Source: an optimization exercise on an open RTL-to-GDS flow (aim: small area). Production flows keep margins and buffers that such runs may drop. Where RTL was checked, it was by simulation tests only, not by an equivalence proof against the original. Function not checked in runs 2 to 4: the RTL went through the layout flow alone. Power is estimated from default activity; no workload was simulated.

==> flow/design.v <==
module trfu (
    input  wire        clk,
    input  wire        rst,        
    input  wire        line_in,    
    output wire        line_out,   
    output wire        line_oe,    
    input  wire [15:0] addr,
    input  wire [7:0]  wdata,
    input  wire        we,
    input  wire        re,
    output reg  [7:0]  rdata,
    output wire        exit_app
);
    localparam [7:0] START_MARKER = 8'h1B;
    localparam [7:0] TOKEN        = 8'h0E;
    localparam [2:0] PH_IDLE = 3'd0, PH_RECOVER = 3'd1, PH_RECEIVE = 3'd2,
                     PH_HELD = 3'd3, PH_TRANSMIT = 3'd4, PH_EXITED = 3'd5;
    localparam [1:0] RX_WAIT_FALL1 = 2'd0, RX_ZERO_TAIL = 2'd1, RX_WAIT_RISE = 2'd2,
                     RX_WINDOW = 2'd3;
    localparam [2:0] FS_START = 3'd0, FS_SEQ = 3'd1, FS_LENH = 3'd2, FS_LENL = 3'd3,
                     FS_TOKEN = 3'd4, FS_BODY = 3'd5, FS_CKSUM = 3'd6;
    reg [2:0]  phase;
    reg [9:0]  t_h, t_l;        
    reg        tvalid;
    reg [1:0]  st;
    reg [11:0] cnt;             
    reg [10:0] aux;             
    reg        prev;
    reg [7:0]  sr;              
    reg [1:0]  discard;
    reg [2:0]  fs;
    reg [7:0]  ck;              
    reg [7:0]  seqw;
    reg [5:0]  lenw;            
    reg [5:0]  bidx;            
    reg [7:0]  rxseq, rxck, txseq, txck;
    reg [15:0] txlen;
    reg [2:0]  retry;           
    reg [3:0]  event_r;
    reg [4:0] rot;
    reg [7:0] rxring [0:31];
    reg [7:0] txring [0:31];
    reg [7:0] pend;
    reg       pflag;
    wire idle  = ~phase[2] & ~phase[1] & ~phase[0];
    wire recov = ~phase[2] & ~phase[1] & phase[0];
    wire recv  = phase[1] & ~phase[0];
    wire held  = phase[1] & phase[0];
    wire txing = phase[2] & ~phase[0];
    assign exit_app = phase[2] & phase[0];
    assign line_oe  = txing;
    assign line_out = ~(txing & st[0]);
    wire [10:0] t_p;
    wire [10:0] pc;
    assign pc[0] = 1'b0;
    genvar gi;
    generate for (gi = 0; gi < 10; gi = gi + 1) begin : PADD
        assign t_p[gi]  = t_h[gi] ^ t_l[gi] ^ pc[gi];
        assign pc[gi+1] = (t_h[gi] & t_l[gi]) | (pc[gi] & (t_h[gi] ^ t_l[gi]));
    end endgenerate
    assign t_p[10] = pc[10];
    wire [8:0] t_q = t_p[10:2];
    wire [10:0] t_w;
    wire [11:0] wc;
    wire [10:0] p8n = ~{3'b000, t_p[10:3]};
    assign wc[0] = 1'b1;
    wire [10:0] wn_lo;           
    generate for (gi = 0; gi < 11; gi = gi + 1) begin : WSUB
        assign t_w[gi]  = t_p[gi] ^ p8n[gi] ^ wc[gi];
        assign wn_lo[gi] = ~(t_p[gi] ^ p8n[gi] ^ wc[gi]);
        assign wc[gi+1] = (t_p[gi] & p8n[gi]) | (wc[gi] & (t_p[gi] ^ p8n[gi]));
    end endgenerate
    wire [11:0] c1;
    wire [12:0] cc;
    assign cc[0] = 1'b1;
    generate for (gi = 0; gi < 12; gi = gi + 1) begin : CINC
        assign c1[gi]   = cnt[gi] ^ cc[gi];
        assign cc[gi+1] = cnt[gi] & cc[gi];
    end endgenerate
    wire [10:0] a1;
    wire [11:0] ac;
    assign ac[0] = 1'b1;
    generate for (gi = 0; gi < 11; gi = gi + 1) begin : AINC
        assign a1[gi]   = aux[gi] ^ ac[gi];
        assign ac[gi+1] = aux[gi] & ac[gi];
    end endgenerate
    wire [12:0] gw;
    wire [11:0] wn = {1'b1, wn_lo};
    assign gw[0] = 1'b1;
    generate for (gi = 0; gi < 12; gi = gi + 1) begin : WCMP
        trfu_maj u_maj (.a(c1[gi]), .b(wn[gi]), .c(gw[gi]), .y(gw[gi+1]));
    end endgenerate
    wire w_hit = gw[12];
    wire rx   = line_in;
    wire fall = prev & ~rx;
    wire rise = ~prev & rx;
    wire [10:0] lowrun1 = prev ? 11'd0 : a1;
    wire lr_hit = ~prev & (a1 == t_p);
    wire p2_hit = ~c1[0] & (c1[11:1] == t_p);
    wire c_3000 = c1[11] & c1[9] & c1[8] & c1[7] & c1[5] & c1[4] & c1[3];
    wire c_1000 = c1[9] & c1[8] & c1[7] & c1[6] & c1[5] & c1[3];
    wire [5:0] rxlen = (held | txing) ? bidx : 6'd0;
    wire       low12 = (addr[11:5] == 7'd0);
    wire       page0 = (addr[15:12] == 4'h0) && low12;
    wire       rd_rx = (addr[15:12] == 4'h1) && low12;
    wire       rd_tx = (addr[15:12] == 4'h2) && low12;
    wire [4:0] slot;
    wire [5:0] sc5;
    assign sc5[0] = 1'b0;
    generate for (gi = 0; gi < 5; gi = gi + 1) begin : SLOT
        assign slot[gi]  = addr[gi] ^ rot[gi] ^ sc5[gi];
        assign sc5[gi+1] = (addr[gi] & rot[gi]) | (sc5[gi] & (addr[gi] ^ rot[gi]));
    end endgenerate
    wire [31:0] dec  = 32'd1 << slot;
    wire [255:0] rx_flat, tx_flat;
    generate for (gi = 0; gi < 32; gi = gi + 1) begin : FLAT
        assign rx_flat[8*gi+7:8*gi] = rxring[gi];
        assign tx_flat[8*gi+7:8*gi] = txring[gi];
    end endgenerate
    wire [7:0] rx_rd, tx_raw;
    trfu_aomux #(.N(32)) u_rxmux (.d(rx_flat), .sel(dec), .y(rx_rd));
    trfu_aomux #(.N(32)) u_txmux (.d(tx_flat), .sel(dec), .y(tx_raw));
    wire [7:0] tx_rd = tx_raw ^ {8{slot[0]}};
    wire [31:0] rsel = 32'd1 << addr[4:0];
    wire [7:0] reg_rd;
    trfu_aoterms #(.T(21)) u_reg0 (.a({rsel[26], txlen[8], txlen[0], txck[0], txseq[0], rxlen[0], rxck[0], rxseq[0], t_p[8], t_p[0], t_w[8], t_w[0], t_q[8], t_q[0], t_l[8], t_l[0], t_h[8], t_h[0], retry[0], event_r[0], phase[0]}),
        .s({rsel[26], rsel[21], rsel[20], rsel[19], rsel[18], rsel[16], rsel[15], rsel[14], rsel[13], rsel[12], rsel[11], rsel[10], rsel[9], rsel[8], rsel[7], rsel[6], rsel[5], rsel[4], rsel[3], rsel[2], rsel[1]}), .y(reg_rd[0]));
    trfu_aoterms #(.T(21)) u_reg1 (.a({rsel[27], rsel[26], txlen[9], txlen[1], txck[1], txseq[1], rxlen[1], rxck[1], rxseq[1], t_p[9], t_p[1], t_w[9], t_w[1], t_q[1], t_l[9], t_l[1], t_h[9], t_h[1], retry[1], event_r[1], phase[1]}),
        .s({rsel[27], rsel[26], rsel[21], rsel[20], rsel[19], rsel[18], rsel[16], rsel[15], rsel[14], rsel[13], rsel[12], rsel[11], rsel[10], rsel[8], rsel[7], rsel[6], rsel[5], rsel[4], rsel[3], rsel[2], rsel[1]}), .y(reg_rd[1]));
    trfu_aoterms #(.T(18)) u_reg2 (.a({rsel[27], txlen[10], txlen[2], txck[2], txseq[2], rxlen[2], rxck[2], rxseq[2], t_p[10], t_p[2], t_w[10], t_w[2], t_q[2], t_l[2], t_h[2], retry[2], event_r[2], phase[2]}),
        .s({rsel[27], rsel[21], rsel[20], rsel[19], rsel[18], rsel[16], rsel[15], rsel[14], rsel[13], rsel[12], rsel[11], rsel[10], rsel[8], rsel[6], rsel[4], rsel[3], rsel[2], rsel[1]}), .y(reg_rd[2]));
    trfu_aoterms #(.T(16)) u_reg3 (.a({rsel[27], rsel[26], txlen[11], txlen[3], txck[3], txseq[3], rxlen[3], rxck[3], rxseq[3], t_p[3], t_w[3], t_q[3], t_l[3], t_h[3], event_r[3], held}),
        .s({rsel[27], rsel[26], rsel[21], rsel[20], rsel[19], rsel[18], rsel[16], rsel[15], rsel[14], rsel[12], rsel[10], rsel[8], rsel[6], rsel[4], rsel[2], rsel[1]}), .y(reg_rd[3]));
    trfu_aoterms #(.T(14)) u_reg4 (.a({rsel[26], txlen[12], txlen[4], txck[4], txseq[4], rxlen[4], rxck[4], rxseq[4], t_p[4], t_w[4], t_q[4], t_l[4], t_h[4], txing}),
        .s({rsel[26], rsel[21], rsel[20], rsel[19], rsel[18], rsel[16], rsel[15], rsel[14], rsel[12], rsel[10], rsel[8], rsel[6], rsel[4], rsel[1]}), .y(reg_rd[4]));
    trfu_aoterms #(.T(15)) u_reg5 (.a({rsel[24], rsel[22], txlen[13], txlen[5], txck[5], txseq[5], rxlen[5], rxck[5], rxseq[5], t_p[5], t_w[5], t_q[5], t_l[5], t_h[5], exit_app}),
        .s({rsel[24], rsel[22], rsel[21], rsel[20], rsel[19], rsel[18], rsel[16], rsel[15], rsel[14], rsel[12], rsel[10], rsel[8], rsel[6], rsel[4], rsel[1]}), .y(reg_rd[5]));
    trfu_aoterms #(.T(12)) u_reg6 (.a({txlen[14], txlen[6], txck[6], txseq[6], rxck[6], rxseq[6], t_p[6], t_w[6], t_q[6], t_l[6], t_h[6], tvalid}),
        .s({rsel[21], rsel[20], rsel[19], rsel[18], rsel[15], rsel[14], rsel[12], rsel[10], rsel[8], rsel[6], rsel[4], rsel[1]}), .y(reg_rd[6]));
    trfu_aoterms #(.T(11)) u_reg7 (.a({txlen[15], txlen[7], txck[7], txseq[7], rxck[7], rxseq[7], t_p[7], t_w[7], t_q[7], t_l[7], t_h[7]}),
        .s({rsel[21], rsel[20], rsel[19], rsel[18], rsel[15], rsel[14], rsel[12], rsel[10], rsel[8], rsel[6], rsel[4]}), .y(reg_rd[7]));
    always @* begin
        if (page0)      rdata = reg_rd;
        else if (rd_rx) rdata = rx_rd;
        else if (rd_tx) rdata = tx_rd;
        else            rdata = 8'h00;
    end
    wire [9:0] pos   = aux[9:0];
    wire [5:0] field = pos[8:3];
    wire       pre   = pos[9] & (field < 6'd59);
    wire       pre_z = (pos[9:1] == 9'd491);
    wire [5:0] d;
    wire [6:0] dc;
    wire [5:0] tln = ~txlen[5:0];
    assign dc[0] = 1'b1;
    generate for (gi = 0; gi < 6; gi = gi + 1) begin : DSUB
        assign d[gi]    = field[gi] ^ tln[gi] ^ dc[gi];
        assign dc[gi+1] = (field[gi] & tln[gi]) | (dc[gi] & (field[gi] ^ tln[gi]));
    end endgenerate
    wire d_ck      = (d == 6'd63);
    wire d_last    = (d == 6'd0);
    wire is_trailer = (d == 6'd1);
    wire is_final   = d_last & (pos[2:0] == 3'd7);
    wire cur_one    = pre ? !pre_z : sr[0];
    wire byte_end      = (pos[2:0] == 3'd7);      
    reg [7:0] fbyte;
    always @* begin
        case (field)
            6'd58: fbyte = START_MARKER;
            6'd59: fbyte = txseq;
            6'd60: fbyte = 8'h00;
            6'd61: fbyte = txlen[7:0];
            6'd62: fbyte = TOKEN;
            default: fbyte = d_ck ? ck : pend;
        endcase
    end
    wire [9:0] dur = (cur_one & !is_trailer) ? (st[0] ? t_l : t_h) : {1'b0, t_q};
    wire last_seg  = cur_one ? st[0] : (st == 2'd3);
    wire [1:0] r  = t_p[1:0];
    wire [3:0] qr = {1'b0, t_q[2:0]} + {2'b00, r};
    wire big      = (t_q[8:3] != 6'd0) || (qr > 4'd6);
    wire [2:0] lo3 = !is_final ? (3'd0 - {1'b0, r}) :
                     big       ? (3'd5 - {1'b0, r}) : (t_q[2:0] - 3'd1);
    wire [9:0] init3 = {{7{!is_final && (r != 2'd0)}}, lo3};
    reg [2:0]  phase_n;
    reg [9:0]  t_h_n, t_l_n;
    reg        tvalid_n;
    reg [1:0]  st_n;
    reg [11:0] cnt_n;
    reg [10:0] aux_n;
    reg [7:0]  sr_n;
    reg [1:0]  discard_n;
    reg [2:0]  fs_n;
    reg [7:0]  seqw_n;
    reg [5:0]  lenw_n, bidx_n;
    reg [7:0]  rxseq_n, rxck_n, txseq_n, txck_n;
    reg [15:0] txlen_n;
    reg [2:0]  retry_n;
    reg [3:0]  event_n;
    reg        rx_put;
    reg        tx_we;
    reg        ck_en;
    reg        go_exit, go_held, tx_done;    
    reg [7:0]  srs;
    wire       ck_clr = txing ? (field == 6'd58) : (fs == FS_START);
    wire [7:0] srs_w = {~fall, sr[7:1]};
    wire [7:0] ck_op = txing ? fbyte : srs_w;
    wire [7:0] ck_x   = (ck_clr ? 8'h00 : ck) ^ ck_op;
    task spend_retry(input [3:0] code);
        begin
            event_n = code;
            retry_n = retry + 3'd1;
            if (retry[1] & retry[0]) begin
                event_n = 4'd10;
                phase_n = PH_EXITED; go_exit = 1'b1;
            end else begin
                phase_n = PH_RECOVER;
                st_n    = 2'd0;
                cnt_n   = 12'd0;
            end
        end
    endtask
    task deliver(input [7:0] b);
        begin
            ck_en = 1'b1;
            case (fs)
                FS_START: begin
                    if (b == START_MARKER) fs_n = FS_SEQ;
                end
                FS_SEQ: begin
                    seqw_n = b;
                    fs_n   = FS_LENH;
                end
                FS_LENH: begin
                    lenw_n = (b != 8'd0) ? 6'h3F : 6'h00;
                    fs_n   = FS_LENL;
                end
                FS_LENL: begin
                    lenw_n = (lenw[5] || b[7:6] != 2'd0 || (b[5] && b[4:0] != 5'd0)) ? 6'h3F : b[5:0];
                    fs_n   = FS_TOKEN;
                end
                FS_TOKEN: begin
                    bidx_n = 6'd0;
                    if (b == TOKEN) fs_n = (lenw == 6'd0) ? FS_CKSUM : FS_BODY;
                    else            fs_n = FS_START;
                end
                FS_BODY: begin
                    if (bidx[5]) begin
                        fs_n = FS_START;
                    end else begin
                        rx_put = 1'b1;
                        bidx_n = bidx + 6'd1;
                        if (bidx + 6'd1 == lenw) fs_n = FS_CKSUM;
                    end
                end
                default: begin  
                    if (b == ck) begin
                        rxseq_n = seqw;
                        rxck_n  = b;
                        phase_n = PH_HELD; go_held = 1'b1;
                    end
                    fs_n = FS_START;
                end
            endcase
        end
    endtask
    task shift_bit(input b);
        begin
            srs = {b, sr[7:1]};
            if (sr[0]) begin
                sr_n    = 8'h80;
                retry_n = 3'd0;
                if (discard != 2'd0) discard_n = discard - 2'd1;
                else                 deliver(srs);
            end else begin
                sr_n = srs;
            end
        end
    endtask
    always @* begin
        phase_n   = phase;
        t_h_n     = t_h;
        t_l_n     = t_l;
        tvalid_n  = tvalid;
        st_n      = st;
        cnt_n     = c1;              
        aux_n     = aux;
        sr_n      = sr;
        discard_n = discard;
        fs_n      = fs;
        seqw_n    = seqw;
        lenw_n    = lenw;
        bidx_n    = bidx;
        rxseq_n   = rxseq;
        rxck_n    = rxck;
        txseq_n   = txseq;
        txlen_n   = txlen;
        txck_n    = txck;
        retry_n   = retry;
        event_n   = event_r;
        rx_put    = 1'b0;
        tx_we     = 1'b0;
        ck_en     = 1'b0;
        go_exit   = 1'b0;
        go_held   = 1'b0;
        tx_done   = 1'b0;
        srs       = {1'b0, sr[7:1]};
        if (recov) begin
            if (rx == st[0]) begin            
                st_n  = st + 2'd1;
                cnt_n = 12'd0;
                if (st == 2'd2) aux_n = c1[10:0];
                if (st == 2'd3) begin
                    if (aux[9:3] == 7'd0 || c1[9:3] == 7'd0) begin
                        spend_retry(4'd5);
                    end else begin
                        t_h_n     = aux[9:0];
                        t_l_n     = c1[9:0];
                        tvalid_n  = 1'b1;
                        event_n   = 4'd15;
                        sr_n      = 8'hC0;
                        discard_n = 2'd3;
                        fs_n      = FS_START;
                        phase_n   = PH_RECEIVE;
                        st_n      = RX_WAIT_FALL1;
                    end
                end
            end else if (st[1] ? c_1000 : c_3000) begin
                spend_retry({2'b00, st} + 4'd1);
            end
        end
        if (recv) begin
            aux_n = lowrun1;
            case (st)
                RX_WAIT_FALL1: begin
                    if (fall)       st_n = RX_WINDOW;
                    else if (w_hit) spend_retry(4'd6);
                end
                RX_WINDOW: begin
                    if (fall) begin
                        st_n = RX_ZERO_TAIL;
                        shift_bit(1'b0);
                    end else if (w_hit) begin
                        st_n = RX_WAIT_RISE;
                        shift_bit(1'b1);
                    end
                end
                default: begin  
                    if (rise) begin
                        st_n  = RX_WAIT_FALL1;
                        cnt_n = 12'd0;
                    end else if (!rx && lr_hit) begin
                        if (st[0]) begin
                            spend_retry(4'd7);
                        end else begin
                            event_n = 4'd9;
                            phase_n = PH_EXITED; go_exit = 1'b1;
                        end
                    end else if (!st[0] && p2_hit) begin
                        spend_retry(4'd8);
                    end
                end
            endcase
        end
        if (txing) begin
            if (c1[9:0] == dur) begin
                cnt_n = 12'd0;
                if (is_trailer) begin
                    txck_n  = sr;
                    txlen_n = 16'd0;
                    event_n = 4'd14;
                    phase_n = PH_RECOVER; tx_done = 1'b1;
                    st_n    = 2'd0;
                end else if (last_seg) begin
                    st_n  = 2'd0;
                    aux_n = a1;
                    if (byte_end && !d_last) begin
                        sr_n  = fbyte;
                        ck_en = 1'b1;
                    end else begin
                        sr_n = {sr[0], sr[7:1]};
                    end
                end else begin
                    st_n = st + 2'd1;
                    if (st == 2'd2) cnt_n = {2'b00, init3};
                end
            end
        end
        if (we) begin
            if (addr == 16'h0000) begin
                case (wdata)
                    8'h00: ;
                    8'h01: begin  
                        if (idle | exit_app | go_exit) begin
                            retry_n  = 3'd0;
                            tvalid_n = 1'b0;
                            event_n  = 4'd0;
                            phase_n  = PH_RECOVER;
                            st_n     = 2'd0;
                            cnt_n    = 12'd0;
                        end else begin
                            event_n = 4'd12;
                        end
                    end
                    8'h02: begin  
                        if (!(held | go_held)) begin
                            event_n = 4'd12;
                        end else if (txlen[15:6] != 10'd0 || (txlen[5] && txlen[4:0] != 5'd0)) begin
                            event_n = 4'd13;
                        end else begin
                            phase_n = PH_TRANSMIT;
                            st_n    = 2'd0;
                            cnt_n   = 12'd0;
                            aux_n   = 11'd959;
                        end
                    end
                    8'h03: begin  
                        if (held | go_held) begin
                            phase_n = PH_RECOVER;
                            st_n    = 2'd0;
                            cnt_n   = 12'd0;
                        end else begin
                            event_n = 4'd12;
                        end
                    end
                    8'h04: phase_n = PH_IDLE;  
                    default: event_n = 4'd11;
                endcase
            end else if (!txing | tx_done) begin
                if (addr == 16'h0012) txseq_n = wdata;
                if (addr == 16'h0014) txlen_n[7:0] = wdata;
                if (addr == 16'h0015) txlen_n[15:8] = wdata;
                if (rd_tx) tx_we = 1'b1;
            end
        end
    end
    always @(posedge clk) begin
        if (rst) begin
            phase   <= PH_IDLE;
            t_h     <= 10'd0;
            t_l     <= 10'd0;
            tvalid  <= 1'b0;
            rxseq   <= 8'h00;
            rxck    <= 8'h00;
            txseq   <= 8'h00;
            txlen   <= 16'd0;
            txck    <= 8'h00;
            retry   <= 3'd0;
            event_r <= 4'd0;
        end else begin
            phase   <= phase_n;
            t_h     <= t_h_n;
            t_l     <= t_l_n;
            tvalid  <= tvalid_n;
            rxseq   <= rxseq_n;
            rxck    <= rxck_n;
            txseq   <= txseq_n;
            txlen   <= txlen_n;
            txck    <= txck_n;
            retry   <= retry_n;
            event_r <= event_n;
        end
    end
    always @(posedge clk) begin
        prev    <= rx;
        st      <= st_n;
        cnt     <= cnt_n;
        aux     <= aux_n;
        sr      <= sr_n;
        discard <= discard_n;
        fs      <= fs_n;
        if (ck_en) ck <= ck_x;
        seqw    <= seqw_n;
        lenw    <= lenw_n;
        bidx    <= bidx_n;
    end
    wire [4:0] rb = rot + bidx[4:0];
    wire [4:0] rf = rot + field[4:0];
    wire rx_ins  = pflag && (rb == 5'd0);
    wire tx_take = txing && (rf == 5'd0);      
    wire [31:0] tx_hit = {dec[30:0], dec[31]} & {32{tx_we}};
    wire [7:0] wd_n = ~wdata;
    wire [255:0] tx_next;
    generate for (gi = 0; gi < 32; gi = gi + 1) begin : TXR
        trfu_mx2i u_m [7:0] (.a0(txring[(gi + 31) % 32]), .a1((gi % 2) ? wdata : wd_n),
                             .s(tx_hit[gi]), .y(tx_next[8*gi+7:8*gi]));
    end endgenerate
    integer k;
    always @(posedge clk) begin
        rot <= rot + 5'd1;
        for (k = 0; k < 32; k = k + 1) txring[k] <= tx_next[8*k +: 8];
        for (k = 31; k > 0; k = k - 1) rxring[k] <= rxring[k-1];
        rxring[0] <= rx_ins ? pend : rxring[31];
        if (rx_put)       pend <= srs;
        else if (tx_take) pend <= ~txring[1];
        pflag <= rx_put | (pflag & !rx_ins);
    end
endmodule
module trfu_aomux #(parameter N = 32) (
    input  wire [8*N-1:0] d,
    input  wire [N-1:0]   sel,
    output wire [7:0]     y
);
    localparam K = (N + 2) / 3;
    wire [3*K-1:0] s = {{(3*K-N){1'b0}}, sel};
    genvar b, g;
    generate for (b = 0; b < 8; b = b + 1) begin : BIT
        wire [3*K-1:0] v;
        for (g = 0; g < N; g = g + 1) begin : V
            assign v[g] = d[8*g+b];
        end
        for (g = N; g < 3*K; g = g + 1) begin : Z
            assign v[g] = 1'b0;
        end
        wire [K-1:0] n;
        for (g = 0; g < K; g = g + 1) begin : G
            trfu_aoi222 u (.a1(v[3*g]), .a2(s[3*g]), .b1(v[3*g+1]), .b2(s[3*g+1]),
                           .c1(v[3*g+2]), .c2(s[3*g+2]), .y(n[g]));
        end
        trfu_nandn #(.K(K)) u_or (.a(n), .y(y[b]));
    end endgenerate
endmodule
module trfu_aoterms #(parameter T = 3) (
    input  wire [T-1:0] a,
    input  wire [T-1:0] s,
    output wire         y
);
    localparam K = (T + 2) / 3;
    wire [3*K-1:0] va = {{(3*K-T){1'b0}}, a};
    wire [3*K-1:0] vs = {{(3*K-T){1'b0}}, s};
    wire [K-1:0] n;
    genvar g;
    generate for (g = 0; g < K; g = g + 1) begin : G
        trfu_aoi222 u (.a1(va[3*g]), .a2(vs[3*g]), .b1(va[3*g+1]), .b2(vs[3*g+1]),
                       .c1(va[3*g+2]), .c2(vs[3*g+2]), .y(n[g]));
    end endgenerate
    trfu_nandn #(.K(K)) u_or (.a(n), .y(y));
endmodule
module trfu_maj (
    input  wire a, b, c,
    output wire y
);
    assign y = (a & b) | (a & c) | (b & c);
endmodule
module trfu_mx2i (
    input  wire a0, a1, s,
    output wire y
);
    assign y = ~(s ? a1 : a0);
endmodule
module trfu_aoi222 (
    input  wire a1, a2, b1, b2, c1, c2,
    output wire y
);
    assign y = ~((a1 & a2) | (b1 & b2) | (c1 & c2));
endmodule
module trfu_nandn #(parameter K = 4) (
    input  wire [K-1:0] a,
    output wire         y
);
    assign y = ~&a;
endmodule
==> flow/flow/run.sh <==
#!/bin/bash
# Layout: the standard flow (standard.sh, all ORFS steps, standard
# synthesis) with two settings passed through ORFS's own variables:
#  - the port buffers that global placement adds are buf_1 cells;
#  - clock tree synthesis clusters up to 25 sinks within 100 um per leaf
#    buffer and inserts no dummy loads.
# The whole make output goes to standard.log in this folder; ORFS keeps
# each step's own log under orfs/logs/.
set -euo pipefail
export BUFFER_PORTS_ARGS="-buffer_cell sky130_fd_sc_hd__buf_1"
export CTS_ARGS="-sink_clustering_enable -repair_clock_nets -dont_use_dummy_load -sink_clustering_size 25 -sink_clustering_max_diameter 100"
bash standard.sh > standard.log 2>&1
==> flow/standard.sh <==
#!/bin/bash
# synth_recipe.tcl (not shown) runs the flow's synth.tcl, then flattens the netlist and writes it again
# the make line also repeats each setting of config.mk as NAME=value (left out here)
make -C /OpenROAD-flow-scripts/flow DESIGN_CONFIG=/design/flow/config.mk WORK_HOME=/design/flow/orfs CLKGATE_MAP_FILE= SYNTH_SCRIPT=/design/flow/synth_recipe.tcl "${@:-finish}"
==> flow/config.mk <==
export PLATFORM = sky130hd
export DESIGN_NAME = trfu
export DESIGN_NICKNAME = trfu
export VERILOG_FILES = /design/flow/design.v
export SDC_FILE = /design/flow/constraint.sdc
export NUM_CORES = 4
export LEC_CHECK = 0
export CAP_MARGIN = 20
export CORE_MARGIN = 2
export CORE_UTILIZATION = 40
export SLEW_MARGIN = 20
export SYNTH_HIERARCHICAL = 1
==> flow/constraint.sdc <==
create_clock -name core_clock -period 10.0 [get_ports {clk}]
set_input_delay 2.0000 -clock core_clock [delete_from_list [all_inputs] [get_ports {clk}]]
set_output_delay 2.0000 -clock core_clock [all_outputs]
set_load 0.01 [all_outputs]
==> results of run 1 <==
## cell type report
class	count	area, um^2
inverter	86	323
timing repair buffer	111	692
clock buffer	34	851
tap	873	1090
sequential	672	13800
multi-input combinational	1670	13600
fill	6235	37000
## cell families after synthesis
family / after synthesis / synth area share (%)
AND/OR/NAND/NOR: 624 / 12.2
other: 6 / 0.0823
multiplexers: 351 / 12.9
flip-flops: 672 / 50.5
XOR/XNOR: 85 / 2.83
AO/OA/AOI/OAI: 486 / 14.5
adder cells (fa/ha/maj): 82 / 4.41
buffers and inverters: 178 / 2.53
## routing by layer
| metal | wire [um] | GRT usage, % | vias to the layer above |
|---|---|---|---|
| met3 | 8650 | 4.36 | 171 |
| met2 | 42300 | 40.6 | 1132 |
| met1 | 41900 | 37.6 | 11023 |
| li1 | - | - | 9703 |
| met4 | 2970 | 8.29 | 6 |
| met5 | 33 | 0 | - |
## worst max-delay path, delay by kind of cell (launching register included)
family / cells / cell delay (ns)
mux: 1 / 0.21
flops: 1 / 0.35
buf+inv: 8 / 0.61
compound gates: 2 / 0.43
fa+ha+maj: 14 / 4.87
simple gates: 3 / 0.71
## Yosys stat by module (local to each module, per instance), excerpt
module | times used | cells inside | area, um^2
trfu | 1 | 1913 | 22000
trfu_aoi222 | 220 | 1 | 10.0
trfu_maj | 12 | 1 | 11.3
trfu_mx2i | 256 | 1 | 10.0
## report_power, final
group / switching (W) / internal [W]
registers: 0.00000803 / 0.00271
logic: 0.000264 / 0.000110
clock network: 0.000853 / 0.000612
total: 0.00113 / 0.00343
## timing repair
| action | 4_1_cts | 5_1_grt |
|---|---|---|
| setup buffers | 0 | 0 |
| resized for setup | 0 | 6 |
| endpoints found under the setup margin | 0 | 3 |
| hold endpoints to repair | 0 | 0 |
## cells in the mapped netlist, types with 7 or more instances
master,count
nor2b_1,16
a31oi_1,13
fa_1,26
maj3_2,12
a21oi_1,75
and4_1,7
nand2_1,116
ha_1,44
xor2_1,35
o31ai_1,8
xnor2_1,48
o211ai_1,14
nor2_1,130
a21o_1,13
dfxtp_1,636
a221o_1,16
nor4b_1,33
clkbuf_1,76
a222oi_1,221
mux2_2,20
nand2b_1,32
o22ai_1,20
edfxtp_1,36
nor3_1,38
nand4_1,55
nand3_1,58
buf_2,8
and3_1,23
nand3b_1,16
o21ai_0,47
or3_1,27
and2_1,24
mux2i_1,330
inv_1,85
nor4_1,25
## worst paths after layout
kind	start	end	slack, ns	cells past startpoint
max	t_h[0]$_SDFFE_PP0P_	rdata[1]	0.28	28
min	rxring[7][6]$_DFF_P_	rxring[8][6]$_DFF_P_	0.33	0
max reg2reg	t_h[0]$_SDFFE_PP0P_	cnt[5]$_DFF_P_	0.86	31
min reg2reg	rxring[7][6]$_DFF_P_	rxring[8][6]$_DFF_P_	0.33	0
## sequential cells by signal (all words and copies together) (netlist names), 3 cells and up
| signal | count |
|---|---|
| aux | 11 |
| bidx | 6 |
| ck | 8 |
| cnt | 12 |
| event_r | 4 |
| fs | 3 |
| lenw | 6 |
| pend | 8 |
| phase | 3 |
| retry | 3 |
| rot | 5 |
| rxck | 8 |
| rxring | 256 |
| rxseq | 8 |
| seqw | 8 |
| sr | 8 |
| t_h | 10 |
| t_l | 10 |
| txck | 8 |
| txlen | 16 |
| txring | 256 |
| txseq | 8 |
## stage by stage
stage | utilization [%] | hold slack [ns] | cells
2_1_floorplan | - | 0.330 | 2520
3_3_place_gp | 43.5 | 0.333 | 3411
3_5_place_dp | 43.6 | 0.337 | 3412
4_1_cts | 44.9 | 0.324 | 3446
5_1_grt | 45.1 | 0.327 | 3446
6_report | 45.1 | 0.334 | 3446
==> results by group, run 1 <==
Route
  – Iteration count of the initial detailed-routing pass: 14
  – Vias per Instance: 6.39
  – DRC violation count after routing: 0
  – Total vias in the final route: 22,035
  – Average wire per cell in the routed design: 27.8 um
  – Antenna-violating nets left: 0
  – DRC marker count from the first detailed-route iteration: 3,482
  – WL final: 95,800 um

Worst setup path
  – Required time of the critical path: 8.00 ns
  – Slowest stage cell, crit path: fa_2
  – Highest cell delay on the worst timing path: 0.50 ns
  – Startpoint kind of the worst setup timing path: flop
  – Crit Path Class: flop to output port
  – Crit Path Max Fanout: 5
  – Cell seen most often among critical-path stages: fa_1
  – Kind of end point of the critical path: output port
  – WP data arrival: 7.72 ns

Synth
  – Post-synthesis cell type with the largest combined area: dfxtp_1
  – Most frequently used flop master after synthesis: dfxtp_1
  – Cell Area, Synth: 27,400 um^2
  – FF+latch count, synth: 672
  – Sequential fraction of the synthesis area: 50.5%
  – Ys async rst share: 0%
  – Number of flops mapped to enable cells by yosys: 36
  – Cell types occupying the most area after synthesis: dfxtp_1 47%, mux2i_1 12%, a222oi_1 8.1%, edfxtp_1 3.9%, ha_1 2.0%
  – Count of cell types in the netlist: 83
  – Area fraction of the dominant cell type after synthesis: 46.5%
  – Number of warnings reported in the yosys synthesis log: 9
  – Mean post-synth cell area: 11.0 um^2
  – Syn Inst Count: 2,484

Placed design
  – Cell area after placement: 29,400 um^2
  – Worst slack, placed: 0.727 ns
  – Buffers added on ports: 38
  – Routability Congestion: 0.967
  – DP HPWL: 67,800 um

Die
  – Initial Utilization: 40.6%
  – Die Wd: 266 um
  – Std cell rows: 95
  – Area of the placeable core: 67,400 um^2
  – Overall die height: 266 um
  – IO Count: 40
  – Floorplan die area: 70,500 um^2

Final layout
  – Most common library cell in the layout ignoring fill and taps: dfxtp_1
  – Most frequent cells in the layout: 634 x dfxtp_1, 330 x mux2i_1, 221 x a222oi_1
  – Layout-stage area growth over the synthesis result: 11.0%
  – Count of inserted antenna diode cells: 0
  – Layout Cell Area excl Fill: 30,400 um^2
  – Share of layout cells above drive strength 1: 8.78%
  – Total Nets Final: 2,674

Clock tree
  – Clock buffers created by TritonCTS: 34
  – Number of clock sinks: 672
  – CTS tree: built
  – CTS max path bufs: 3
  – Worst-Skew Late Latency: 0.59 ns
  – Clock transition time at the flip-flop clock pins of the worst setup and hold paths: 0.10 ns
  – CTS Hold Buffers Added: 0
  – CTS H-Tree Depth: 2
  – Clock tree root buffer cell: clkbuf_16

Global routing
  – Wire length of the first global-routing pass: 140,000 um
  – Total track usage: 26.3%
  – Global route overflow: 0
  – Initial antenna violation count: 6
  – Via count of the first global-routing pass: 21,018
  – Largest net degree at the start of global routing: 86

Pwr
  – Worst vdd rail ir drop: 97.8 uV
  – Power density over the cells: 150 nW/um^2
  – Total Power: 0.00456 W
  – Static Leakage: 10.6 nW

Timing
  – Final Hold Fails: 0
  – Maximum achievable frequency: 0.103 GHz
  – Summed negative setup slack over all endpoints: 0 ns
  – Slew Viols, Final: 0
  – Final worst path period share: 97.2%
  – Period minus WS final: 9.72 ns
  – Post-layout worst setup margin: 0.279 ns
  – Maximum clock skew at final layout: 0.0689 ns
  – Total of endpoints with negative setup slack in the final report: 0
  – Unrepaired setup endpoints after global routing: no
  – Transition time at the pin with the least slew margin: 1.22 ns
  – Max-Slew Margin vs Limit: 18.4%

Worst hold path
  – Worst hold-check path type: flop to flop

Flow run
  – # Max-Cap Violations: 0

Outcome
  – Run status: finished clean
==> run 2, diff against run 1 <==
--- a/flow/design.v
+++ b/flow/design.v
@@ -72,2 +72,9 @@
     end endgenerate
+    wire [5:0] b1;
+    wire [6:0] bc;
+    assign bc[0] = 1'b1;
+    generate for (gi = 0; gi < 6; gi = gi + 1) begin : BINC
+        assign b1[gi]   = bidx[gi] ^ bc[gi];
+        assign bc[gi+1] = bidx[gi] & bc[gi];
+    end endgenerate
     wire [11:0] c1;
@@ -251,4 +258,4 @@
                         rx_put = 1'b1;
-                        bidx_n = bidx + 6'd1;
-                        if (bidx + 6'd1 == lenw) fs_n = FS_CKSUM;
+                        bidx_n = b1;
+                        if (b1 == lenw) fs_n = FS_CKSUM;
                     end
@@ -476,4 +483,19 @@
     end
-    wire [4:0] rb = rot + bidx[4:0];
-    wire [4:0] rf = rot + field[4:0];
+    wire [4:0] rb, rf;
+    wire [5:0] rbc, rfc;
+    assign rbc[0] = 1'b0;
+    assign rfc[0] = 1'b0;
+    generate for (gi = 0; gi < 5; gi = gi + 1) begin : RADD
+        assign rb[gi]    = rot[gi] ^ bidx[gi] ^ rbc[gi];
+        assign rbc[gi+1] = (rot[gi] & bidx[gi]) | (rbc[gi] & (rot[gi] ^ bidx[gi]));
+        assign rf[gi]    = rot[gi] ^ field[gi] ^ rfc[gi];
+        assign rfc[gi+1] = (rot[gi] & field[gi]) | (rfc[gi] & (rot[gi] ^ field[gi]));
+    end endgenerate
+    wire [4:0] rot1;
+    wire [5:0] r1c;
+    assign r1c[0] = 1'b1;
+    generate for (gi = 0; gi < 5; gi = gi + 1) begin : RINC
+        assign rot1[gi]  = rot[gi] ^ r1c[gi];
+        assign r1c[gi+1] = rot[gi] & r1c[gi];
+    end endgenerate
     wire rx_ins  = pflag && (rb == 5'd0);
@@ -489,3 +511,3 @@
     always @(posedge clk) begin
-        rot <= rot + 5'd1;
+        rot <= rot1;
         for (k = 0; k < 32; k = k + 1) txring[k] <= tx_next[8*k +: 8];
--- a/flow/config.mk
+++ b/flow/config.mk
@@ -10,2 +10,3 @@
 export CORE_UTILIZATION = 40
+export GPL_TIMING_DRIVEN = 0
 export SLEW_MARGIN = 20
==> results by group, run 2 <==
Route
  – DRC violation count after routing: 0
  – Average wire per cell in the routed design: 27.6 um
  – WL final: 96,400 um
  – Total vias in the final route: 21,817
  – Vias per Instance: 6.25
  – Iteration count of the initial detailed-routing pass: 10
  – Antenna-violating nets left: 0
  – DRC marker count from the first detailed-route iteration: 3,043

Die
  – Die Wd: 265 um
  – Std cell rows: 95
  – Floorplan die area: 70,100 um^2
  – Overall die height: 265 um
  – Area of the placeable core: 67,300 um^2
  – Initial Utilization: 40.4%
  – IO Count: 40

Worst setup path
  – Crit-path leading delay family: adder cells
  – WP data arrival: 7.75 ns
  – Kind of end point of the critical path: output port
  – Cell seen most often among critical-path stages: fa_2
  – Crit Path Class: flop to output port
  – Crit Path Max Fanout: 4
  – Total stage count of the critical path: 27
  – Required time of the critical path: 8.00 ns
  – Launch point of the worst path: t_h[0]$_SDFFE_PP0P_
  – Register-to-Register Path Depth: 32
  – Reg-to-reg startpoint: t_h[0]$_SDFFE_PP0P_
  – Slowest stage cell, crit path: a222oi_1
  – Highest cell delay on the worst timing path: 0.61 ns
  – Number of buffers and inverters on the critical path: 5
  – Startpoint kind of the worst setup timing path: flop
  – Flop-to-flop setup slack: 0.42 ns
  – End of the critical path: rdata[2]
  – Worst flop-to-flop path endpoint: cnt[8]$_DFF_P_

Clock tree
  – Clock buffers created by TritonCTS: 34
  – Worst-Skew Late Latency: 0.59 ns
  – CTS H-Tree Depth: 2
  – CTS max path bufs: 3
  – CTS tree: built
  – Number of clock sinks: 672
  – Clock transition time at the flip-flop clock pins of the worst setup and hold paths: 0.09 ns
  – Clock tree root buffer cell: clkbuf_16
  – CTS Hold Buffers Added: 0

Synth
  – Cell Area, Synth: 27,200 um^2
  – Ys async rst share: 0%
  – Post-synthesis cell type with the largest combined area: dfxtp_1
  – Sequential fraction of the synthesis area: 50.8%
  – Number of warnings reported in the yosys synthesis log: 9
  – Most frequently used flop master after synthesis: dfxtp_1
  – Area fraction of the dominant cell type after synthesis: 46.8%
  – FF+latch count, synth: 672
  – Cell types occupying the most area after synthesis: dfxtp_1 47%, mux2i_1 11%, a222oi_1 8.1%, edfxtp_1 4.0%, nor2_1 2.9%
  – Most instantiated library cell after synthesis: dfxtp_1
  – Number of flops mapped to enable cells by yosys: 36
  – Commonest cells in the synthesized netlist: 636 x dfxtp_1, 309 x mux2i_1, 220 x a222oi_1, 211 x nor2_1, 121 x nand2_1
  – Syn Inst Count: 2,483
  – Mean post-synth cell area: 10.9 um^2
  – Count of cell types in the netlist: 81

Worst hold path
  – Worst hold-check path type: flop to flop

Pwr
  – Worst vdd rail ir drop: 149 uV
  – Power density over the cells: 155 nW/um^2
  – Static Leakage: 10.6 nW
  – Total Power: 0.00466 W

Global routing
  – Total track usage: 26.7%
  – Global route overflow: 0
  – Largest net degree at the start of global routing: 26
  – Initial antenna violation count: 1
  – Via count of the first global-routing pass: 21,094
  – Wire length of the first global-routing pass: 140,000 um

Timing
  – Slew Viols, Final: 0
  – Maximum clock skew at final layout: 0.0695 ns
  – Total of endpoints with negative setup slack in the final report: 0
  – Maximum achievable frequency: 0.103 GHz
  – Period minus WS final: 9.75 ns
  – Max-Slew Margin vs Limit: 22.3%
  – Final Hold Fails: 0
  – Final worst path period share: 97.5%
  – Summed negative setup slack over all endpoints: 0 ns
  – Transition time at the pin with the least slew margin: 1.16 ns

Final layout
  – Leading registers by flop count: rxring (256), txring (256), txlen (16)
  – Number of filler instances in the final layout: 6,384
  – Fraction of the core area covered by cells at the end of the flow: 44.6%
  – Share of layout cells above drive strength 1: 7.91%
  – Most common library cell in the layout ignoring fill and taps: dfxtp_1
  – Layout-stage area growth over the synthesis result: 10.5%
  – Most frequent cells in the layout: 634 x dfxtp_1, 309 x mux2i_1, 220 x a222oi_1
  – Sequential cell area in the final layout: 13,800 um^2
  – Area of combinational cells with multiple inputs: 13,000 um^2
  – Filler-free cell count of the finished design: 3,493
  – Total Nets Final: 2,722

Placed design
  – DP HPWL: 69,900 um
  – Routability Congestion: 1.01
  – Buffers added on ports: 35
  – Cells after DPL: 3,452

Flow run
  – # Max-Cap Violations: 0

Outcome
  – Run status: finished clean
[run 2: cell type report]
| cell class | count | area share [%] |
|---|---|---|
| diodes | 2 | 0.0167 |
| plain buffers | 87 | 1.21 |
| clock buffers | 34 | 2.83 |
| inverters | 90 | 1.13 |
| multi-input cells | 1670 | 43.5 |
| flip-flops and latches | 672 | 46.0 |
| well taps | 873 | 3.64 |
| repair buffers | 65 | 1.70 |
[run 2: per-stage QoR]
stage / hold WS (ns) / instance area (um^2) / setup slack, ns
floorplan: 0.330 / 27300 / 1.32
global placement: 0.333 / 28500 / -1.21
detailed placement: 0.336 / 29100 / -0.303
CTS: 0.317 / 29900 / 0.00948
global route: 0.329 / 30000 / -0.0178
finish: 0.333 / 30000 / 0.247
[run 2: timing repair]
item / CTS / global route
buffers inserted: 2 / 0
gates cloned: 0 / 0
pin swaps: 5 / 3
endpoints found under the setup margin: 23 / 20
gates resized for setup: 8 / 17
[run 2: worst register-to-register path: cells and delay by family, from the launching register on]
kind	cells	cell delay, ns
AO/OA/AOI/OAI	5	0.79
flip-flops	1	0.36
AND/OR/NAND/NOR	3	1.23
buffers and inverters	7	1.60
adder cells (fa/ha/maj)	17	5.48
[run 2: Yosys stat by module (local to each module, per instance), a selection]
module / flops+latches / times used / cells inside / cell area, um^2
trfu_mx2i: 0 / 256 / 1 / 10.0
trfu_aoi222: 0 / 220 / 1 / 10.0
trfu_maj: 0 / 12 / 1 / 11.3
trfu: 672 / 1 / 1912 / 21800
[run 2: logic make-up after synthesis]
kind of cell	after synthesis	synth area share [%]
other cells	6	0.0829
flops	672	50.8
compound gates	509	15.3
fa+ha+maj	85	4.69
simple gates	629	11.8
xor+xnor	72	2.38
buf+inv	177	2.56
mux	333	12.4
[run 2: worst min path at each step]
stage                           from                    end  slack, ns  depth (start not counted)
3_5_place_dp   rxring[15][5]$_DFF_P_  rxring[16][5]$_DFF_P_       0.34                          0
6_report       rxring[22][7]$_DFF_P_  rxring[23][7]$_DFF_P_       0.33                          0
5_1_grt        rxring[24][6]$_DFF_P_  rxring[25][6]$_DFF_P_       0.33                          0
3_3_place_gp   rxring[30][4]$_DFF_P_  rxring[31][4]$_DFF_P_       0.33                          0
4_1_cts         rxring[4][6]$_DFF_P_   rxring[5][6]$_DFF_P_       0.32                          0
2_1_floorplan   rxring[9][0]$_DFF_P_  rxring[10][0]$_DFF_P_       0.33                          0
[run 2: layer usage]
layer,vias to the layer above,global-route usage (%),wire (um),share of wire (%)
met1,10839,34.9,39700,41
met5,-,0,0,0
met2,1044,43.2,44100,46
met3,220,3.69,7390,7.7
met4,0,13.7,5230,5.4
li1,9714,-,-,-
[run 2: power by group]
group	total (W)	switching [W]	leakage, nW	internal [W]
clock network	0.00146	0.000850	0.419	0.000612
registers	0.00273	0.0000139	5.82	0.00272
logic	0.000470	0.000334	4.31	0.000136
==> run 3, diff against run 2 <==
==> flow/run.sh (new file) <==
#!/bin/bash
# synth_recipe.tcl (not shown) runs the flow's synth.tcl, then flattens the netlist and writes it again
# the make line also repeats each setting of config.mk as NAME=value (left out here)
make -C /OpenROAD-flow-scripts/flow DESIGN_CONFIG=/design/flow/config.mk WORK_HOME=/design/flow/orfs CLKGATE_MAP_FILE= SYNTH_SCRIPT=/design/flow/synth_recipe.tcl finish
--- a/flow/config.mk
+++ b/flow/config.mk
@@ -9,4 +9,5 @@
 export CORE_MARGIN = 2
-export CORE_UTILIZATION = 40
-export GPL_TIMING_DRIVEN = 0
+export CORE_UTILIZATION = 55
+export CTS_CLUSTER_DIAMETER = 100
+export CTS_CLUSTER_SIZE = 25
 export SLEW_MARGIN = 20
removed: flow/flow/run.sh
removed: flow/standard.sh
==> results by group, run 3 <==
Clock tree
  – CTS max path bufs: 3
  – Clock buffers created by TritonCTS: 31
  – Count of buffers added by post-CTS timing repair for setup: 0
  – Number of clock sinks: 672
  – Worst-Skew Late Latency: 0.64 ns
  – Clock transition time at the flip-flop clock pins of the worst setup and hold paths: 0.10 ns
  – Clock tree root buffer cell: clkbuf_16
  – CTS tree: built
  – CTS H-Tree Depth: 1
  – CTS Hold Buffers Added: 0

Worst setup path
  – Register-to-Register Path Depth: 29
  – Crit Path Class: input port to output port
  – Flop-to-flop setup slack: 1.09 ns
  – Kind of end point of the critical path: output port
  – Required time of the critical path: 8.00 ns
  – Startpoint kind of the worst setup timing path: input port
  – Worst flop-to-flop path endpoint: cnt[11]$_DFF_P_
  – Reg-to-reg startpoint: t_h[0]$_SDFFE_PP0P_
  – Crit Path Max Fanout: 16
  – WP data arrival: 7.85 ns

Final layout
  – Filler-free cell count of the finished design: 3,246
  – Most common library cell in the layout ignoring fill and taps: dfxtp_1
  – Total Nets Final: 2,676
  – Number of filler instances in the final layout: 4,203
  – Layout Cell Area excl Fill: 29,600 um^2
  – Layout-stage area growth over the synthesis result: 8.94%
  – Share of layout cells above drive strength 1: 7.13%
  – Most frequent cells in the layout: 634 x dfxtp_1, 309 x mux2i_1, 220 x a222oi_1
  – Leading registers by flop count: rxring (256), txring (256), txlen (16)

Pwr
  – Share of power burned in registers: 59.4%
  – Static Leakage: 10.7 nW
  – Switching power of the nets: 0.00116 W
  – Switching share of power: 25.2%
  – Share of power burned in combinational logic: 9.6%
  – Worst vdd rail ir drop: 161 uV
  – Internal power: 0.00344 W
  – Proportion of power drawn by the clock network: 31.0%
  – Power density over the cells: 155 nW/um^2

Worst hold path
  – Sink of the worst hold path: rxring[31][3]$_DFF_P_
  – Worst hold-check path type: flop to flop
  – Cells on Worst Hold Path: 0
  – Start point of the worst min-delay path: rxring[30][3]$_DFF_P_

Timing
  – Slew Viols, Final: 0
  – Total of endpoints with negative setup slack in the final report: 0
  – Maximum achievable frequency: 0.102 GHz
  – Post-layout worst setup margin: 0.151 ns
  – Transition time at the pin with the least slew margin: 1.10 ns
  – Max-Slew Margin vs Limit: 26.1%
  – Unrepaired setup endpoints after global routing: no
  – Final Hold Fails: 0
  – Tightest hold margin: 0.343 ns
  – Period minus WS final: 9.85 ns
  – Final worst path period share: 98.5%
  – Summed negative setup slack over all endpoints: 0 ns
  – Maximum clock skew at final layout: 0.0219 ns

Placed design
  – Cell area after placement: 28,700 um^2
  – Worst slack, placed: 0.165 ns
  – Routability Congestion: 1.05
  – Buffers added on ports: 38
  – DP HPWL: 63,900 um
  – Cells after DPL: 3,205

Route
  – Vias per Instance: 6.53
  – WL final: 86,100 um
  – DR top layer: met4
  – Total vias in the final route: 21,190
  – Antenna-violating nets left: 0
  – Average wire per cell in the routed design: 26.5 um
  – Met2 wire len: 39,600 um
  – DRC violation count after routing: 0
  – DRC marker count from the first detailed-route iteration: 3,294
  – Amount of wire on met3 after detailed routing: 6140 um
  – Met1 Routed Length: 36,000 um
  – Iteration count of the initial detailed-routing pass: 14

Die
  – Initial Utilization: 55.6%
  – IO Count: 40
  – Area of the placeable core: 48,800 um^2
  – Std cell rows: 81
  – Overall die height: 226 um
  – Die Wd: 226 um
  – Floorplan die area: 51,200 um^2

Synth
  – Syn Inst Count: 2,483
  – Cell Area, Synth: 27,200 um^2
  – Most frequently used flop master after synthesis: dfxtp_1
  – Most instantiated library cell after synthesis: dfxtp_1
  – Share of cell area taken by muxes after synthesis: 12.4%
  – Post-synthesis cell type with the largest combined area: dfxtp_1
  – Cell types occupying the most area after synthesis: dfxtp_1 47%, mux2i_1 11%, a222oi_1 8.1%, edfxtp_1 4.0%, nor2_1 2.9%
  – Mean post-synth cell area: 10.9 um^2
  – Number of flops mapped to enable cells by yosys: 36
  – Count of cell types in the netlist: 81
  – Simple-gate share of the synthesized area: 11.8%
  – Adder-cell share of the synthesized area: 4.69%
  – Area fraction of the dominant cell type after synthesis: 46.8%
  – Combinational family with the most area after synthesis: compound AO/OA/AOI/OAI gates
  – Number of warnings reported in the yosys synthesis log: 9
  – FF+latch count, synth: 672
  – Post-synthesis compound-gate area fraction: 15.3%
  – Commonest cells in the synthesized netlist: 636 x dfxtp_1, 309 x mux2i_1, 220 x a222oi_1, 211 x nor2_1, 121 x nand2_1
  – XOR/XNOR share of the synthesized area: 2.38%
  – Ys async rst share: 0%
  – Sequential fraction of the synthesis area: 50.8%

Global routing
  – Initial antenna violation count: 1
  – Via count of the first global-routing pass: 20,328
  – Global route overflow: 0
  – Total track usage: 33.3%
  – Wire length of the first global-routing pass: 128,000 um
  – Largest net degree at the start of global routing: 74

Flow run
  – # Max-Cap Violations: 0

Outcome
  – Run status: finished clean
## run 3: cell counts after synthesis
No cell type changed its count.
## run 3: repair_timing
item | in CTS | in global routing
gates cloned | 0 | 0
gates resized for setup | 8 | 9
endpoints found under the setup margin | 3 | 3
pin swaps | 1 | 3
endpoints found under the hold margin | 0 | 0
## run 3: Yosys stat by module (local to each module, per instance), a selection
module / flops+latches / copies in the design / cells / area, um^2
trfu_maj: 0 / 12 / 1 / 11.3
trfu_aoi222: 0 / 220 / 1 / 10.0
trfu_mx2i: 0 / 256 / 1 / 10.0
trfu: 672 / 1 / 1912 / 21800
## run 3: worst max path at each step
stage	depth (start not counted)	end	start	slack, ns
after global routing	25	rdata[1]	t_h[0]$_SDFFE_PP0P_	0.04
after detailed placement	17	rdata[2]	addr[0]	0.17
final	16	rdata[7]	addr[0]	0.15
after floorplan	26	bidx[0]$_SDFFCE_PN0P_	t_h[0]$_SDFFE_PP0P_	1.32
after global placement	17	rdata[2]	addr[0]	0.20
after CTS	24	rdata[0]	t_h[0]$_SDFFE_PP0P_	0.007
## run 3: cell type report
class	instances	area (um^2)	share of cell area, %
diodes	1	2.50	0.00845
clock buffers	37	798	2.70
clock inverters	3	48.8	0.165
inverters	90	338	1.14
multi-input cells	1670	12900	43.5
flip-flops and latches	672	13800	46.7
well taps	664	831	2.81
repair buffers	109	908	3.07
## run 3: critical path: stages
cell             delay, ns
clkdlybuf4s50_1       0.57
ha_1                  0.19
fa_1                  0.16
inv_1                 0.05
fa_1                  0.37
fa_1                  0.38
xnor2_1               0.17
xnor2_1               0.82
nor2_1                0.52
a222oi_1              0.64
nand4_1               0.30
or3_1                 0.49
xnor2_1               0.16
o22a_1                0.21
nor2_1                0.20
clkdlybuf4s50_1       0.60
## run 3: power by group through the flow
stage | combinational, W | sequential, W | clock, W
6_report | 0.000442 | 0.00273 | 0.00142
5_1_grt | 0.000471 | 0.00273 | 0.00154
4_1_cts | 0.000429 | 0.00273 | 0.00144
3_5_place_dp | 0.000428 | 0.00279 | 0
3_3_place_gp | 0.000423 | 0.00279 | 0
2_1_floorplan | 0.000278 | 0.00279 | 0
## run 3: routing by layer
layer / vias to the layer above / track usage [%]
li1: 9639 / -
met3: 180 / 3.72
met2: 998 / 54.5
met4: 0 / 15.1
met1: 10373 / 44.5
met5: - / 0
## run 3: through the flow
stage	util, %	total power (W)
after floorplan	-	0.00307
after CTS	60.5	0.00460
after global routing	60.6	0.00474
after global placement	58.8	0.00321
after detailed placement	58.8	0.00322
final	60.6	0.00459
## run 3: cells by family after synthesis
group / count (synthesis)
buf+inv: 177
simple gates: 629
flops: 672
other cells: 6
fa+ha+maj: 85
xor+xnor: 72
mux: 333
compound gates: 509
==> run 4, diff against run 3 <==
--- a/flow/config.mk
+++ b/flow/config.mk
@@ -9,3 +9,3 @@
 export CORE_MARGIN = 2
-export CORE_UTILIZATION = 55
+export CORE_UTILIZATION = 70
 export CTS_CLUSTER_DIAMETER = 100
==> results by group, run 4 <==
Pwr
  – Worst vdd rail ir drop: 189 uV
  – Power density over the cells: 156 nW/um^2
  – Static Leakage: 10.8 nW

Worst setup path
  – Crit Path Class: flop to output port
  – Startpoint kind of the worst setup timing path: flop
  – Worst flop-to-flop path endpoint: cnt[11]$_DFF_P_
  – WP data arrival: 7.74 ns
  – Crit Path Max Fanout: 4
  – Register-to-Register Path Depth: 28
  – Reg-to-reg startpoint: t_h[0]$_SDFFE_PP0P_
  – Flop-to-flop setup slack: 0.95 ns
  – Required time of the critical path: 8.00 ns
  – Kind of end point of the critical path: output port

Timing
  – Final Hold Fails: 0
  – Final worst path period share: 97.4%
  – Transition time at the pin with the least slew margin: 1.25 ns
  – Period minus WS final: 9.74 ns
  – Maximum clock skew at final layout: 0.0250 ns
  – Max-Slew Margin vs Limit: 16.6%
  – Maximum achievable frequency: 0.103 GHz
  – Total of endpoints with negative setup slack in the final report: 0
  – Slew Viols, Final: 0

Route
  – Vias per Instance: 7.14
  – Average wire per cell in the routed design: 28.0 um
  – Iteration count of the initial detailed-routing pass: 13
  – Antenna-violating nets left: 0
  – DRC violation count after routing: 0
  – WL final: 87,200 um
  – Total vias in the final route: 22,212
  – DRC marker count from the first detailed-route iteration: 3,588

Clock tree
  – Clock buffers created by TritonCTS: 31
  – CTS tree: built
  – Number of clock sinks: 672
  – Clock tree root buffer cell: clkbuf_16
  – CTS Hold Buffers Added: 0
  – Clock transition time at the flip-flop clock pins of the worst setup and hold paths: 0.10 ns
  – CTS max path bufs: 3
  – Worst-Skew Late Latency: 0.65 ns
  – CTS H-Tree Depth: 1

Synth
  – Count of cell types in the netlist: 81
  – Post-synthesis cell type with the largest combined area: dfxtp_1
  – Most instantiated library cell after synthesis: dfxtp_1
  – Number of flops mapped to enable cells by yosys: 36
  – Commonest cells in the synthesized netlist: 636 x dfxtp_1, 309 x mux2i_1, 220 x a222oi_1, 211 x nor2_1, 121 x nand2_1
  – FF+latch count, synth: 672
  – Number of warnings reported in the yosys synthesis log: 9
  – Cell types occupying the most area after synthesis: dfxtp_1 47%, mux2i_1 11%, a222oi_1 8.1%, edfxtp_1 4.0%, nor2_1 2.9%
  – Cell Area, Synth: 27,200 um^2
  – Area fraction of the dominant cell type after synthesis: 46.8%
  – Mean post-synth cell area: 10.9 um^2
  – Ys async rst share: 0%
  – Syn Inst Count: 2,483
  – Most frequently used flop master after synthesis: dfxtp_1
  – Sequential fraction of the synthesis area: 50.8%

Placed design
  – Cell area after placement: 28,600 um^2
  – Buffers added on ports: 38
  – Routability Congestion: 1.06
  – DP HPWL: 62,600 um
  – Cells after DPL: 3,072

Die
  – Std cell rows: 72
  – IO Count: 40
  – Die Wd: 201 um
  – Overall die height: 201 um
  – Area of the placeable core: 38,500 um^2
  – Initial Utilization: 70.7%
  – Floorplan die area: 40,400 um^2

Global routing
  – Initial antenna violation count: 2
  – Total track usage: 42.2%
  – Largest net degree at the start of global routing: 74
  – Global route overflow: 0
  – Wire length of the first global-routing pass: 131,000 um
  – Via count of the first global-routing pass: 21,990

Final layout
  – Most common library cell in the layout ignoring fill and taps: dfxtp_1
  – Layout-stage area growth over the synthesis result: 8.66%
  – Total Nets Final: 2,690
  – Most frequent cells in the layout: 634 x dfxtp_1, 309 x mux2i_1, 220 x a222oi_1
  – Layout Cell Area excl Fill: 29,500 um^2
  – Fraction of the core area covered by cells at the end of the flow: 76.8%
  – Number of filler instances in the final layout: 2,586
  – Share of layout cells above drive strength 1: 7.63%
  – Leading registers by flop count: rxring (256), txring (256), txlen (16)
  – Filler-free cell count of the finished design: 3,113

Outcome
  – Run status: finished clean

Worst hold path
  – Start point of the worst min-delay path: rxring[7][4]$_DFF_P_
  – Worst hold-check path type: flop to flop
  – Sink of the worst hold path: rxring[8][4]$_DFF_P_
  – Cells on Worst Hold Path: 0

Flow run
  – # Max-Cap Violations: 0
run 4: final cells by class:
type	count	area, um^2	area share, %
timing repair buffer	123	1020	3.46
antenna	1	2.50	0.00847
inverter	90	338	1.14
clock inverter	4	56.3	0.191
sequential	672	13800	46.8
clock buffer	35	791	2.68
multi-input combinational	1670	12900	43.5
tap	518	648	2.19
run 4: cell families (layout without fill, tap and decap cells):
family                     count (synthesis)  after routing  synth area share (%)
and+or+nand+nor                          629            629                  11.8
muxes                                    333            333                  12.4
DFF                                      672            672                  50.8
AOI/OAI and AO/OA                        509            509                  15.3
other                                      6             43                0.0829
xor gates and xnor gates                  72             72                  2.38
adders and majority gates                 85             85                  4.69
buffers and inverters                    177            252                  2.56
run 4: worst max path at each step:
| stage | from | slack [ns] | endpoint |
|---|---|---|---|
| 4_1_cts | t_h[0]$_SDFFE_PP0P_ | -0.17 | rdata[1] |
| 2_1_floorplan | t_h[0]$_SDFFE_PP0P_ | 1.32 | bidx[0]$_SDFFCE_PN0P_ |
| 3_3_place_gp | t_h[0]$_SDFFE_PP0P_ | 0.45 | rdata[2] |
| 5_1_grt | t_h[0]$_SDFFE_PP0P_ | -0.02 | rdata[2] |
| 3_5_place_dp | t_h[0]$_SDFFE_PP0P_ | 0.40 | rdata[2] |
| 6_report | t_h[0]$_SDFFE_PP0P_ | 0.26 | rdata[2] |
run 4: metrics by stage:
stage / hold slack [ns] / TNS (ns) / total power (W) / setup WS [ns]
2_1_floorplan: 0.330 / 0 / 0.00307 / 1.32
3_3_place_gp: 0.332 / 0 / 0.00322 / 0.451
3_5_place_dp: 0.335 / 0 / 0.00323 / 0.395
4_1_cts: 0.353 / -0.259 / 0.00457 / -0.173
5_1_grt: 0.353 / -0.0172 / 0.00471 / -0.0172
6_report: 0.348 / 0 / 0.00460 / 0.257
run 4: routing by layer:
metal	track usage, %	vias up	share of wire, %
li1	-	9643	-
met1	53.0	10693	36
met2	69.7	1560	47
met3	6.98	316	11
met4	23.0	0	6.2
met5	0	-	0
run 4: critical path: stages (launching register included):
cell	delay [ns]
dfxtp_2	0.37
ha_1	0.17
fa_1	0.17
inv_1	0.06
fa_1	0.39
fa_2	0.36
fa_1	0.46
fa_2	0.52
fa_1	0.42
fa_2	0.41
fa_2	0.41
fa_2	0.42
fa_1	0.45
fa_1	0.42
inv_1	0.06
ha_1	0.15
ha_1	0.16
xnor2_1	0.08
a222oi_1	0.33
and4_1	0.27
nand3_2	0.15
nor2_2	0.14
a211oi_1	0.07
a21oi_1	0.26
nor2_1	0.08
dlygate4sd2_1	0.31
run 4: what timing repair did:
action	CTS	global route
buffers inserted	0	1
gates resized for setup	3	13
pin swaps	1	7
endpoints found under the hold margin	0	0
setup endpoints to repair	3	4
run 4: power breakdown:
part	leakage [nW]	internal, W	switching, W	total (W)
registers	5.82	0.00272	0.0000134	0.00273
logic	4.53	0.000144	0.000305	0.000448
clock network	0.414	0.000571	0.000847	0.00142
run 4: Yosys stat by module, one instance, submodules excluded, excerpt:
module	flops+latches	cells
trfu_aoi222	0	1
trfu	672	1912
trfu_mx2i	0	1
trfu_maj	0	1
==> run 5, diff against run 4 <==
--- a/flow/design.v
+++ b/flow/design.v
@@ -113,10 +113,22 @@
     wire       rd_tx = (addr[15:12] == 4'h2) && low12;
-    wire [4:0] slot;
-    wire [5:0] sc5;
-    assign sc5[0] = 1'b0;
-    generate for (gi = 0; gi < 5; gi = gi + 1) begin : SLOT
-        assign slot[gi]  = addr[gi] ^ rot[gi] ^ sc5[gi];
-        assign sc5[gi+1] = (addr[gi] & rot[gi]) | (sc5[gi] & (addr[gi] ^ rot[gi]));
+    wire [1:0] slo;
+    wire       slc1, slc2;
+    assign slo[0] = addr[0] ^ rot[0];
+    assign slc1   = addr[0] & rot[0];
+    assign slo[1] = addr[1] ^ rot[1] ^ slc1;
+    assign slc2   = (addr[1] & rot[1]) | (slc1 & (addr[1] ^ rot[1]));
+    wire [2:0] shi;
+    wire [3:0] shc;
+    assign shc[0] = 1'b0;
+    generate for (gi = 0; gi < 3; gi = gi + 1) begin : SHI
+        assign shi[gi]   = addr[gi+2] ^ rot[gi+2] ^ shc[gi];
+        assign shc[gi+1] = (addr[gi+2] & rot[gi+2]) | (shc[gi] & (addr[gi+2] ^ rot[gi+2]));
+    end endgenerate
+    wire [3:0] dlo  = 4'd1 << slo;
+    wire [7:0] dhi0 = 8'd1 << shi;
+    wire [7:0] dhi  = slc2 ? {dhi0[6:0], dhi0[7]} : dhi0;
+    wire [31:0] dec;
+    generate for (gi = 0; gi < 32; gi = gi + 1) begin : DEC
+        assign dec[gi] = dhi[gi / 4] & dlo[gi % 4];
     end endgenerate
-    wire [31:0] dec  = 32'd1 << slot;
     wire [255:0] rx_flat, tx_flat;
@@ -129,3 +141,3 @@
     trfu_aomux #(.N(32)) u_txmux (.d(tx_flat), .sel(dec), .y(tx_raw));
-    wire [7:0] tx_rd = tx_raw ^ {8{slot[0]}};
+    wire [7:0] tx_rd = tx_raw ^ {8{slo[0]}};    
     wire [31:0] rsel = 32'd1 << addr[4:0];
--- a/flow/config.mk
+++ b/flow/config.mk
@@ -9,3 +9,3 @@
 export CORE_MARGIN = 2
-export CORE_UTILIZATION = 70
+export CORE_UTILIZATION = 60
 export CTS_CLUSTER_DIAMETER = 100
==> results by group, run 5 <==
Outcome
  – Run status: finished clean

Flow run
  – # Max-Cap Violations: 0

Synth
  – Most instantiated library cell after synthesis: dfxtp_1
  – Ys async rst share: 0%
  – Mean post-synth cell area: 10.7 um^2
  – FF+latch count, synth: 672
  – Cell Area, Synth: 27,200 um^2
  – Sequential fraction of the synthesis area: 50.8%
  – Count of cell types in the netlist: 82
  – Number of warnings reported in the yosys synthesis log: 9
  – Syn Inst Count: 2,546
  – Commonest cells in the synthesized netlist: 636 x dfxtp_1, 301 x mux2i_1, 220 x a222oi_1, 209 x nor2_1, 151 x nand2_1

Clock tree
  – CTS H-Tree Depth: 1
  – Clock buffers created by TritonCTS: 31
  – Clock transition time at the flip-flop clock pins of the worst setup and hold paths: 0.11 ns
  – Clock tree root buffer cell: clkbuf_16
  – CTS max path bufs: 3

Placed design
  – Cells after DPL: 3,190
  – Buffers added on ports: 38

Global routing
  – Largest net degree at the start of global routing: 77
  – Wire length of the first global-routing pass: 135,000 um

Timing
  – Unrepaired setup endpoints after global routing: no
  – Max-Slew Margin vs Limit: 20.4%
  – Period minus WS final: 9.74 ns
  – Total of endpoints with negative setup slack in the final report: 0
  – Transition time at the pin with the least slew margin: 1.19 ns
  – Slew Viols, Final: 0
  – Summed negative setup slack over all endpoints: 0 ns
  – Maximum achievable frequency: 0.103 GHz
  – Final Hold Fails: 0

Route
  – Iteration count of the initial detailed-routing pass: 13
  – Vias per Instance: 6.89
  – Total vias in the final route: 22,294
  – WL final: 91,100 um
  – DRC violation count after routing: 0
  – Antenna-violating nets left: 0

Worst setup path
  – Crit Path Class: flop to output port
  – Required time of the critical path: 8.00 ns
  – WP data arrival: 7.74 ns

Pwr
  – Worst vdd rail ir drop: 157 uV
  – Static Leakage: 10.5 nW

Final layout
  – Total Nets Final: 2,733
  – Share of layout cells above drive strength 1: 6.40%
  – Leading registers by flop count: rxring (256), txring (256), txlen (16)
  – Layout-stage area growth over the synthesis result: 8.41%

Die
  – Overall die height: 217 um
  – Area of the placeable core: 44,500 um^2
  – Floorplan die area: 47,000 um^2
  – IO Count: 40
==> run 5: Yosys stat by module (local to each module, per instance), excerpt <==
module,cell area (um^2),flops+latches,cells inside,copies in the design
trfu_aoi222,10.0,0,1,220
trfu,21800,672,1975,1
trfu_maj,11.3,0,1,12
trfu_mx2i,10.0,0,1,256
==> run 5: repair_timing <==
item / in CTS / in global routing
endpoints found under the setup margin: 3 / 3
pin swaps: 2 / 1
resized for setup: 8 / 7
gates cloned: 0 / 0
hold buffers: 0 / 0
==> run 5: power breakdown <==
| group | switching, W | internal [W] | total [W] |
|---|---|---|---|
| Sequential | 0.00000874 | 0.00271 | 0.00272 |
| Combinational | 0.000250 | 0.000121 | 0.000371 |
| Clock | 0.000843 | 0.000572 | 0.00141 |
==> run 5: final cells by class <==
cell class | count | area [um^2]
Tap cell | 592 | 741
Sequential cell | 672 | 13800
Inverter | 83 | 312
Clock inverter | 4 | 41.3
Clock buffer | 37 | 798
Multi-Input combinational cell | 1737 | 12900
Timing Repair Buffer | 106 | 880
Fill cell | 3601 | 15000
Antenna cell | 4 | 10.0
==> run 5: worst max-delay path, stage by stage (launching register included) <==
cell             delay (ns)
dfxtp_2                0.36
ha_1                   0.17
fa_1                   0.17
inv_1                  0.05
fa_1                   0.39
fa_1                   0.40
fa_1                   0.49
fa_1                   0.45
fa_2                   0.42
fa_2                   0.41
fa_2                   0.41
fa_2                   0.41
fa_1                   0.45
fa_1                   0.42
inv_1                  0.07
ha_1                   0.15
inv_1                  0.04
a222oi_1               0.22
and4_1                 0.25
nand4_1                0.23
nor2_1                 0.23
a211oi_2               0.11
a21oi_1                0.22
nor2_1                 0.06
clkdlybuf4s50_1        0.52
==> run 5: final timing paths <==
check,start,end,slack (ns),cells past startpoint
setup / recovery,t_h[0]$_SDFFE_PP0P_,rdata[0],0.26,24
hold / removal,rxring[30][6]$_DFF_P_,rxring[31][6]$_DFF_P_,0.35,0
setup reg to reg,t_h[0]$_SDFFE_PP0P_,cnt[9]$_DFF_P_,0.91,28
hold reg to reg,rxring[30][6]$_DFF_P_,rxring[31][6]$_DFF_P_,0.35,0
==> run 5: cells by family (layout without fill, tap and decap cells) <==
group | Yosys count | after routing | synth area share, %
other | 6 | 46 | 0.0828
adders and majority gates | 85 | 85 | 4.66
AOI/OAI and AO/OA | 515 | 515 | 15.1
and+or+nand+nor | 699 | 699 | 12.5
muxes | 319 | 319 | 11.8
DFF | 672 | 672 | 50.8
xor gates and xnor gates | 77 | 77 | 2.54
buffers and inverters | 173 | 230 | 2.48
==> run 5: metal layers <==
layer / global-route usage, % / wire length (um) / vias to the layer above / share of wire (%)
met3: 5.53 / 8450 / 286 / 9.3
met5: 0 / 11 / - / 0.012
met4: 19.1 / 5020 / 2 / 5.5
met1: 48.2 / 34900 / 10885 / 38
li1: - / - / 9804 / -
met2: 63.7 / 42700 / 1317 / 47
==> run 5: metrics by stage <==
stage	worst slack [ns]	power (W)	area, um^2	utilization (%)
after CTS	0.00991	0.00450	29500	66.2
after global routing	0.00752	0.00462	29500	66.2
after floorplan	1.48	0.00301	27300	-
final	0.261	0.00450	29500	66.2
after global placement	0.379	0.00313	28600	64.2
after detailed placement	0.420	0.00314	28600	64.2

Setup slack of run 5, layout unchanged: 0.261 ns with ideal ports, 0.201 ns with driving cells assumed (clock clkbuf_16, inputs buf_2), 0.303 ns with port delays also shifted by the 0.684 ns mid clock arrival.
